This design comes from an exercise in tuning for small area on the open sky130 flow, not from production work. RTL that was checked went through simulation tests only; none was proved equivalent to the original. Power and IR drop assume default switching activity.

## ptc_rx
module ptc_rx (
    input  wire        clk,
    input  wire        rst,
    input  wire [4:0]  edge_stb,
    input  wire [31:0] ts,
    input  wire        ms_tick,
    input  wire        cmd_stb,
    input  wire [7:0]  cmd,
    input  wire [31:0] arg_a,
    output reg         res_stb,
    output reg         res,
    output wire [4:0]  msg_stb,
    output wire [31:0] msg_aur,
    output wire [31:0] msg_wt4,
    output wire [29:0] msg_liv,
    output wire [23:0] msg_kop,
    output wire [35:0] msg_quh
);
Settings: LEC_CHECK=0, CAP_MARGIN=20, CORE_MARGIN=2, CORE_UTILIZATION=50, CTS_CLUSTER_DIAMETER=90, CTS_CLUSTER_SIZE=25, PLACE_DENSITY=0.65, SLEW_MARGIN=20, SYNTH_HIERARCHICAL=1; clock period 12.0 ns.
standard.sh (not shown) runs the stock make flow with config.mk's settings and CLKGATE_MAP_FILE= SYNTH_SCRIPT=/design/flow/synth_recipe.tcl, a recipe that flattens the netlist after the stock synthesis.
==> flow/flow/run.sh <==
#!/bin/bash
# The standard layout (standard.sh, which logs each step under orfs/logs),
# with three changes: the smallest buffer on each port instead of the default
# port buffer; the synthesis buffers removed at floorplan so that
# repair_design buffers only what the placed design needs; and no dummy loads
# in the clock tree.
set -euo pipefail
export BUFFER_PORTS_ARGS="-buffer_cell sky130_fd_sc_hd__buf_1"
export REMOVE_ABC_BUFFERS=1
export CTS_ARGS="-sink_clustering_enable -repair_clock_nets -sink_clustering_size 25 -sink_clustering_max_diameter 90 -dont_use_dummy_load"
bash standard.sh > flow_make.log 2>&1
Then changed:
Settings changed: CORE_UTILIZATION 50 to 45, PLACE_DENSITY 0.65 to 0.6.
What happened: The new run produced a clean layout; worst hold slack improved by 8.5 ps; via count hardly moves; count of clock-buffer cells in the layout decreases by 1; routed wire length climbs by 2.0%; synthesized cell count stays the same; sequential share of layout area fell by 0.14 points.

---

## the baseline
Another version of the RTL of ptc_rx (not shown whole).
Size: roughly 3300 cells after synthesis, roughly 780 flip-flops, roughly 240 I/O pins, roughly 35000 µm² of cells after synthesis.
Design ptc_rx, start of the top module:
module ptc_rx (
    input  wire        clk,
    input  wire        rst,
    input  wire [4:0]  edge_stb,
    input  wire [31:0] ts,
    input  wire        ms_tick,
    input  wire        cmd_stb,
    input  wire [7:0]  cmd,
    input  wire [31:0] arg_a,
    output reg         res_stb,
    output reg         res,
    output wire [4:0]  msg_stb,
    output wire [31:0] msg_aur,
    output wire [31:0] msg_wt4,
    output wire [29:0] msg_liv,
    output wire [23:0] msg_kop,
    output wire [35:0] msg_quh
);
    localparam [3:0] OP_EDGE    = 4'd1;
    localparam [3:0] OP_ENABLE  = 4'd2;
    localparam [3:0] OP_DISABLE = 4'd3;
    localparam [3:0] OP_INIT    = 4'd4;
    localparam [3:0] OP_POLL    = 4'd5;
    localparam [3:0] OP_ISRECV  = 4'd6;
    localparam [3:0] OP_CBRET   = 4'd7;
    reg        isr_pend;
    reg [2:0]  isr_pid;
    reg [15:0] isr_leftn;    
    wire [3:0] op  = cmd[7:4];
    wire [2:0] pid = cmd[2:0];
    wire cmd_ok = cmd_stb && !cmd[3] && !(pid[2] && (pid[1] || pid[0]));    
    wire cmd_acc = cmd_ok && (!isr_pend || op == OP_EDGE || op == OP_CBRET);
    wire [4:0] sel = 5'b00001 << pid;
  ...
clock: 12.0 ns
lec_check: 0
cap_margin: 20
core_margin: 2
core_utilization: 65
cts_cluster_diameter: 100
cts_cluster_size: 30
place_density: 0.75
slew_margin: 20
synth_hierarchical: 1
==> flow/flow/run.sh <==
#!/bin/bash
# The standard layout, with the smallest buffer on each port instead of the
# default port buffer, and the synthesis buffers removed at floorplan so that
# repair_design buffers only what the placed design needs.
set -euo pipefail
export BUFFER_PORTS_ARGS="-buffer_cell sky130_fd_sc_hd__buf_1"
export REMOVE_ABC_BUFFERS=1
bash standard.sh > flow_make.log 2>&1
The baseline went all the way through the flow, and no timing, DRC or antenna check failed.
The inputs of the candidate differ from those of the baseline as listed below.
- PLACE_DENSITY now 0.65, was 0.75
- CORE_UTILIZATION now 50, was 65
--- outcome ---
- The candidate against the baseline: via-per-instance ratio shrank by 6.8%; top fanout value on the critical path grew by 14; amount of wire on met3 after detailed routing grew by 8.1%; final cell count grew by 249.
- Compared the candidate against the baseline; non-clock buffer share of cell area within noise.
- As far as number of setup violations in the final report goes, the candidate and the baseline are indistinguishable; the numbers are identical.
- Power: the candidate draws more than the baseline
- Per the comparison of the candidate with the baseline, internal power of the cells shows an increase of 0.43%; final wirelength saw an increase.
- Diff the baseline -> the candidate: share of the clock period used by the worst path saw an increase; post-detailed-placement half-perimeter wirelength now sits higher.
No run of this note included a check of the RTL's function; only the layout flow was run.

---

Setup of main:
Another version of the RTL of ptc_rx (not shown whole).
For scale: roughly 780 flip-flops, about 240 I/O pins, ~34000 sq um of cells after synthesis.
clock: 12.0 ns
lec_check: 0
cap_margin: 20
core_margin: 2
core_utilization: 45
cts_cluster_diameter: 110
cts_cluster_size: 30
place_density: 0.6
slew_margin: 20
synth_hierarchical: 1
==> flow/flow/run.sh <==
#!/bin/bash
# The standard layout (standard.sh, which logs each step under orfs/logs),
# with three changes: the smallest buffer on each port instead of the default
# port buffer; the synthesis buffers removed at floorplan so that
# repair_design buffers only what the placed design needs; and no dummy loads
# in the clock tree.
set -euo pipefail
export BUFFER_PORTS_ARGS="-buffer_cell sky130_fd_sc_hd__buf_1"
export REMOVE_ABC_BUFFERS=1
export CTS_ARGS="-sink_clustering_enable -repair_clock_nets -sink_clustering_size 30 -sink_clustering_max_diameter 110 -dont_use_dummy_load"
bash standard.sh > flow_make.log 2>&1
--- input diff main..the feature branch ---
-- flow/flow/run.sh --
<<< main, line 8
export BUFFER_PORTS_ARGS="-buffer_cell sky130_fd_sc_hd__buf_1"
export REMOVE_ABC_BUFFERS=1
export CTS_ARGS="-sink_clustering_enable -repair_clock_nets -sink_clustering_size 30 -sink_clustering_max_diameter 110 -dont_use_dummy_load"
bash standard.sh > flow_make.log 2>&1
>>> the feature branch, line 8
export BUFFER_PORTS_ARGS="-buffer_cell sky130_fd_sc_hd__buf_1"
export REMOVE_ABC_BUFFERS=1
export CTS_ARGS="-sink_clustering_enable -repair_clock_nets -sink_clustering_size 25 -sink_clustering_max_diameter 90 -dont_use_dummy_load"
bash standard.sh > flow_make.log 2>&1
-- flow/config.mk --
<<< main, line 9
export CORE_MARGIN = 2
export CORE_UTILIZATION = 45
export CTS_CLUSTER_DIAMETER = 110
export CTS_CLUSTER_SIZE = 30
export PLACE_DENSITY = 0.6
export SLEW_MARGIN = 20
>>> the feature branch, line 9
export CORE_MARGIN = 2
export CORE_UTILIZATION = 45
export CTS_CLUSTER_DIAMETER = 90
export CTS_CLUSTER_SIZE = 25
export PLACE_DENSITY = 0.6
export SLEW_MARGIN = 20
Notes after the runs:
From main to the feature branch the numbers moved as follows: switching power share of the total has decreased; number of register bits inferred by synthesis has remained practically unchanged; total inserted antenna cells has decreased; final area has increased.
Fraction of area in multi-input gates across the feature branch and main: no real change.
The feature branch vs main on maximum resistive drop on vdd: the feature branch is the higher one.
The total of fill cells in the finished design on main is in line with that on the feature branch.
Area of the multi-input gates: main vs the feature branch identical
On sequential share of layout area, the feature branch and main are neck and neck.
Function was not checked in any run of this note: the RTL went through the layout flow alone.

---

Another version of the RTL of ptc_rx (not shown whole).
Size: roughly 3300 cells after synthesis, roughly 240 I/O pins.
export LEC_CHECK = 0
export CAP_MARGIN = 20
export CORE_MARGIN = 2
export CORE_UTILIZATION = 40
export CTS_CLUSTER_DIAMETER = 60
export CTS_CLUSTER_SIZE = 20
export PLACE_DENSITY = 0.6
export SLEW_MARGIN = 20
export SYNTH_HIERARCHICAL = 1
create_clock -name core_clock -period 12.0 [get_ports {clk}]
==> flow/flow/run.sh <==
#!/bin/bash
# The standard layout, with the smallest buffer on each port instead of the
# default port buffer, and the synthesis buffers removed at floorplan so that
# repair_design buffers only what the placed design needs.
set -euo pipefail
export BUFFER_PORTS_ARGS="-buffer_cell sky130_fd_sc_hd__buf_1"
export REMOVE_ABC_BUFFERS=1
bash standard.sh > flow_make.log 2>&1
The baseline completed without violations.
Edit:
Settings changed: CTS_BUF_LIST from default to sky130_fd_sc_hd__clkbuf_8, CTS_CLUSTER_DIAMETER 60 to 50, CTS_CLUSTER_SIZE 20 to 16.
Result: The changed run went through all stages and came out clean. Utilization went down by 0.35 points. Non-clock buffer count does not change. Setup slack gets better by 0.091 ns.
No run of this note included a check of the RTL's function; only the layout flow was run.

---

Another version of the RTL of ptc_rx (not shown whole).
For scale: about 770 flip-flops, about 240 I/O pins, about 40000 um2 of cells after synthesis.
Settings: LEC_CHECK=0, CAP_MARGIN=20, CORE_MARGIN=2, CORE_UTILIZATION=40, CTS_BUF_LIST=sky130_fd_sc_hd__clkbuf_4 sky130_fd_sc_hd__clkbuf_8, PLACE_DENSITY=0.6, SLEW_MARGIN=20; clock period 12.0 ns.
==> flow/flow/run.sh <==
#!/bin/bash
# The standard layout, with the smallest buffer on each port instead of the
# default port buffer.
set -euo pipefail
export BUFFER_PORTS_ARGS="-buffer_cell sky130_fd_sc_hd__buf_1"
bash standard.sh > flow_make.log 2>&1
Then changed:
==> flow/run.sh (new file) <==
#!/bin/bash
# synth_recipe.tcl (not shown) runs the flow's synth.tcl, then flattens the netlist and writes it again
# the make line also repeats each setting of config.mk as NAME=value (left out here)
make -C /OpenROAD-flow-scripts/flow DESIGN_CONFIG=/design/flow/config.mk WORK_HOME=/design/flow/orfs CLKGATE_MAP_FILE= SYNTH_SCRIPT=/design/flow/synth_recipe.tcl finish
--- a/flow/config.mk
+++ b/flow/config.mk
@@ -9,5 +9,4 @@
 export CORE_MARGIN = 2
 export CORE_UTILIZATION = 40
-export CTS_BUF_LIST = sky130_fd_sc_hd__clkbuf_4 sky130_fd_sc_hd__clkbuf_8
 export PLACE_DENSITY = 0.6
 export SLEW_MARGIN = 20
removed: flow/flow/run.sh
removed: flow/standard.sh
Final cell count fell by about 1.9%.
Total power barely changes.
Synthesized cell count is unchanged.
Sequential power hardly moves.

---

alpha:
ptc_rx, a different RTL version from the one above (not shown whole).
For scale: about 3200 cells after synthesis, ~780 flip-flops, roughly 240 I/O pins, about 34000 um2 of cells after synthesis.
==> flow/config.mk <==
export PLATFORM = sky130hd
export DESIGN_NAME = ptc_rx
export DESIGN_NICKNAME = ptc_rx
export VERILOG_FILES = /design/flow/design.v
export SDC_FILE = /design/flow/constraint.sdc
export NUM_CORES = 4
export LEC_CHECK = 0
export CAP_MARGIN = 5
export CORE_MARGIN = 2
export CORE_UTILIZATION = 45
export CTS_CLUSTER_DIAMETER = 90
export CTS_CLUSTER_SIZE = 25
export PLACE_DENSITY = 0.6
export SLEW_MARGIN = 5
export SYNTH_HIERARCHICAL = 1
==> flow/constraint.sdc <==
create_clock -name core_clock -period 12.0 [get_ports {clk}]
set_input_delay 2.4000 -clock core_clock [delete_from_list [all_inputs] [get_ports {clk}]]
set_output_delay 2.4000 -clock core_clock [all_outputs]
set_load 0.01 [all_outputs]
==> flow/flow/run.sh <==
#!/bin/bash
# The standard layout (standard.sh, which logs each step under orfs/logs),
# with three changes: the smallest buffer on each port instead of the default
# port buffer; the synthesis buffers removed at floorplan so that
# repair_design buffers only what the placed design needs; and no dummy loads
# in the clock tree.
set -euo pipefail
export BUFFER_PORTS_ARGS="-buffer_cell sky130_fd_sc_hd__buf_1"
export REMOVE_ABC_BUFFERS=1
export CTS_ARGS="-sink_clustering_enable -repair_clock_nets -sink_clustering_size 25 -sink_clustering_max_diameter 90 -dont_use_dummy_load"
bash standard.sh > flow_make.log 2>&1
## Diff of input files: beta against alpha
- a change of CAP_MARGIN from 5 to 20
- a change of SLEW_MARGIN from 5 to 20
==> flow/flow/run.sh <==
#!/bin/bash
# The standard layout (standard.sh, which logs each step under orfs/logs),
# with three changes: the smallest buffer on each port instead of the default
# port buffer; the synthesis buffers removed at floorplan so that
# repair_design buffers only what the placed design needs; and no dummy loads
# in the clock tree; and, after global routing, non-critical gates downsized
# (repair_timing -recover_power).
set -euo pipefail
export BUFFER_PORTS_ARGS="-buffer_cell sky130_fd_sc_hd__buf_1"
export REMOVE_ABC_BUFFERS=1
export RECOVER_POWER=100
export CTS_ARGS="-sink_clustering_enable -repair_clock_nets -sink_clustering_size 25 -sink_clustering_max_diameter 90 -dont_use_dummy_load"
bash standard.sh > flow_make.log 2>&1
==> comparison <==
alpha and beta ended up with nearly the same aggregate global-route resource usage. Global-route track usage on met3 sits lower in beta than in alpha. Compared to alpha, beta has multi-input gate share of the layout cell area 0.16 points lower. beta vs alpha, worst-case headroom to the max-slew limit went down by 37 points. Final checks on beta, whose flow otherwise completed, came back failing, citing capacitance limit, slew limit. Measured against each other, alpha and beta differ in non-clock buffer count, the lower figure coming from alpha. The core of beta is less densely filled than that of alpha. Number of global-route vias before repair: beta lower than alpha. Critical path depth in cells (beta over alpha): increase, 3.1%. Total non-filler cell area in the finished layout on beta is ahead of alpha.
Changes in gamma relative to beta:
- CAP_MARGIN changed from 20 to 0
- SLEW_MARGIN changed from 20 to 0
==> flow/flow/run.sh <==
#!/bin/bash
# The standard layout (standard.sh, which logs each step under orfs/logs),
# with three changes: the smallest buffer on each port instead of the default
# port buffer; the synthesis buffers removed at floorplan so that
# repair_design buffers only what the placed design needs; and no dummy loads
# in the clock tree.
set -euo pipefail
export BUFFER_PORTS_ARGS="-buffer_cell sky130_fd_sc_hd__buf_1"
export REMOVE_ABC_BUFFERS=1
export CTS_ARGS="-sink_clustering_enable -repair_clock_nets -sink_clustering_size 25 -sink_clustering_max_diameter 90 -dont_use_dummy_load"
bash standard.sh > flow_make.log 2>&1
Notes after the runs:
- FAIL: beta; every other run in beta and gamma is clean
- Summary of gamma over beta: combinational share of power ~0 delta, worst hold slack saw a decrease, data required time at the worst endpoint fell 0.20 ns.
- In gamma, buffer count excluding the clock tree in the final layout is lower than in beta.
#### Input delta (delta over gamma)
- CAP_MARGIN now 10, was 0
- SLEW_MARGIN now 10, was 0
Notes after the runs:
- Area added between synthesis and finish for delta: 0.21 points up relative to gamma
- Compared with gamma, in delta routed length on met2 climbed 180 um; utilization after layout neither gained nor lost much; routed via count shows no meaningful change; worst setup slack saw an increase.
- The final cell area excluding filler cells was comparable across gamma and delta.
- Placed cell count across gamma and delta: no real change.
- Diff gamma..delta | count of buffer and inverter cells on the critical path | unchanged
- gamma -> delta: overall power flat
- Between gamma and delta, the difference in share of total power in the clock network is negligible.
- Wire length across gamma and delta: no real change.

---

Starting RTL as in the previous note.
export LEC_CHECK = 0
export CAP_MARGIN = 10
export CORE_MARGIN = 2
export CORE_UTILIZATION = 45
export CTS_CLUSTER_DIAMETER = 85
export CTS_CLUSTER_SIZE = 28
export PLACE_DENSITY = 0.6
export SLEW_MARGIN = 10
export SYNTH_HIERARCHICAL = 1
create_clock -name core_clock -period 12.0 [get_ports {clk}]
==> flow/flow/run.sh <==
#!/bin/bash
# The standard layout (standard.sh, which logs each step under orfs/logs),
# with three changes: the smallest buffer on each port instead of the default
# port buffer; the synthesis buffers removed at floorplan so that
# repair_design buffers only what the placed design needs; and no dummy loads
# in the clock tree.
set -euo pipefail
export BUFFER_PORTS_ARGS="-buffer_cell sky130_fd_sc_hd__buf_1"
export REMOVE_ABC_BUFFERS=1
export CTS_ARGS="-sink_clustering_enable -repair_clock_nets -sink_clustering_size 28 -sink_clustering_max_diameter 85 -dont_use_dummy_load"
bash standard.sh > flow_make.log 2>&1
==> next run, changes <==
--- a/flow/flow/run.sh
+++ b/flow/flow/run.sh
@@ -5,3 +5,3 @@
 # repair_design buffers only what the placed design needs; and no dummy loads
-# in the clock tree.
+# in the clock tree, whose leaf buffers are clkbuf_8.
 set -euo pipefail
@@ -9,3 +9,3 @@
 export REMOVE_ABC_BUFFERS=1
-export CTS_ARGS="-sink_clustering_enable -repair_clock_nets -sink_clustering_size 28 -sink_clustering_max_diameter 85 -dont_use_dummy_load"
+export CTS_ARGS="-sink_clustering_enable -repair_clock_nets -sink_clustering_size 15 -sink_clustering_max_diameter 60 -sink_clustering_buffer sky130_fd_sc_hd__clkbuf_8 -dont_use_dummy_load"
 bash standard.sh > flow_make.log 2>&1
Settings changed: CAP_MARGIN 10 to 20, CTS_CLUSTER_DIAMETER 85 to 60, CTS_CLUSTER_SIZE 28 to 15, SLEW_MARGIN 10 to 20.
Global-route usage went up by 0.21 points.
Non-clock buffer count rises by 3.
Setup slack got worse by 0.0091 ns.
Register-to-register slack gets worse by 0.02 ns.
Synthesized area does not change.
Clock-buffer cell count goes up by 29.
Wire length went up slightly.
==> next run, changes <==
==> flow/flow/run.sh (replaced) <==
#!/bin/bash
# The standard layout (standard.sh, which logs each step under orfs/logs),
# with three changes: the smallest buffer on each port instead of the default
# port buffer; the synthesis buffers removed at floorplan so that
# repair_design buffers only what the placed design needs; and no dummy loads
# in the clock tree.
set -euo pipefail
export BUFFER_PORTS_ARGS="-buffer_cell sky130_fd_sc_hd__buf_1"
export REMOVE_ABC_BUFFERS=1
export CTS_ARGS="-sink_clustering_enable -repair_clock_nets -sink_clustering_size 25 -sink_clustering_max_diameter 90 -dont_use_dummy_load"
bash standard.sh > flow_make.log 2>&1
Settings changed: CTS_CLUSTER_DIAMETER 60 to 90, CTS_CLUSTER_SIZE 15 to 25.
Outcome: The changed run completed with no timing, DRC or antenna violations. Setup slack gets worse by 0.0077 ns. Wire length fell by 0.34%. Power fell by 0.32%. Non-clock buffer count is unchanged. Cell count fell by 0.65%. Register-to-register slack is about the same. Synthesized area is unchanged. Core utilization stays flat. Clock-buffer cell count fell by 30. Sequential cell count stays the same. Clock power stays flat.

==> port drivers added, routing unchanged <==
The flow's constraints put no driver on any port. The routed layouts listed below were extracted and timed again, unchanged, in two steps. Step 1 (the two cells are an assumption about what drives the block):
set clk [get_ports {clk}]
set_driving_cell -lib_cell sky130_fd_sc_hd__clkbuf_16 $clk
set_driving_cell -lib_cell sky130_fd_sc_hd__buf_2 [delete_from_list [all_inputs] $clk]
Step 2, shift: input delay + t, output delay - t, t = (earliest + latest rising clock arrival at the registers) / 2. This alone moves slack from input paths to output paths. Slacks: no drivers / after step 1 / after step 2; pairs: no drivers / after step 1.
| run | shift t [ns] | setup slack, ns | worst setup path at the end |
|---|---|---|---|
| the first run of note 1 | 0.629 | 0.916 / 0.910 / 0.282 | input to register |
| the second run of note 1 | 0.643 | 0.945 / 0.939 / 0.297 | input to register |
| the baseline | 0.649 | 1.021 / 1.014 / 0.366 | input to register |
| the candidate | 0.653 | 0.767 / 0.718 / 0.065 | input to register |
| main | 0.631 | 0.637 / 0.599 / -0.032 | input to register |
| the feature branch | 0.644 | 0.588 / 0.561 / -0.083 | input to register |
| the first run of note 4 | 0.690 | 1.025 / 1.030 / 0.340 | input to register |
| the second run of note 4 | 0.796 | 1.116 / 1.122 / 0.326 | input to register |
| the first run of note 5 | 0.895 | 3.195 / 3.160 / 2.265 | input to register |
| the second run of note 5 | 0.728 | 2.507 / 2.491 / 1.763 | input to register |
| alpha | 0.650 | 0.503 / 0.458 / -0.192 | input to register |
| beta | 0.642 | 0.438 / 0.374 / -0.268 | input to register |
| gamma | 0.650 | 0.503 / 0.458 / -0.192 | input to register |
| delta | 0.651 | 0.518 / 0.472 / -0.178 | input to register |
| the first run of note 7 | 0.653 | 0.518 / 0.480 / -0.174 | input to register |
| the second run of note 7 | 0.638 | 0.509 / 0.472 / -0.166 | input to register |
| the third run of note 7 | 0.642 | 0.501 / 0.461 / -0.181 | input to register |
The setup slack of the first run of note 5, which loses most, moves by -0.035 ns with the drivers and by -0.930 ns with both steps.
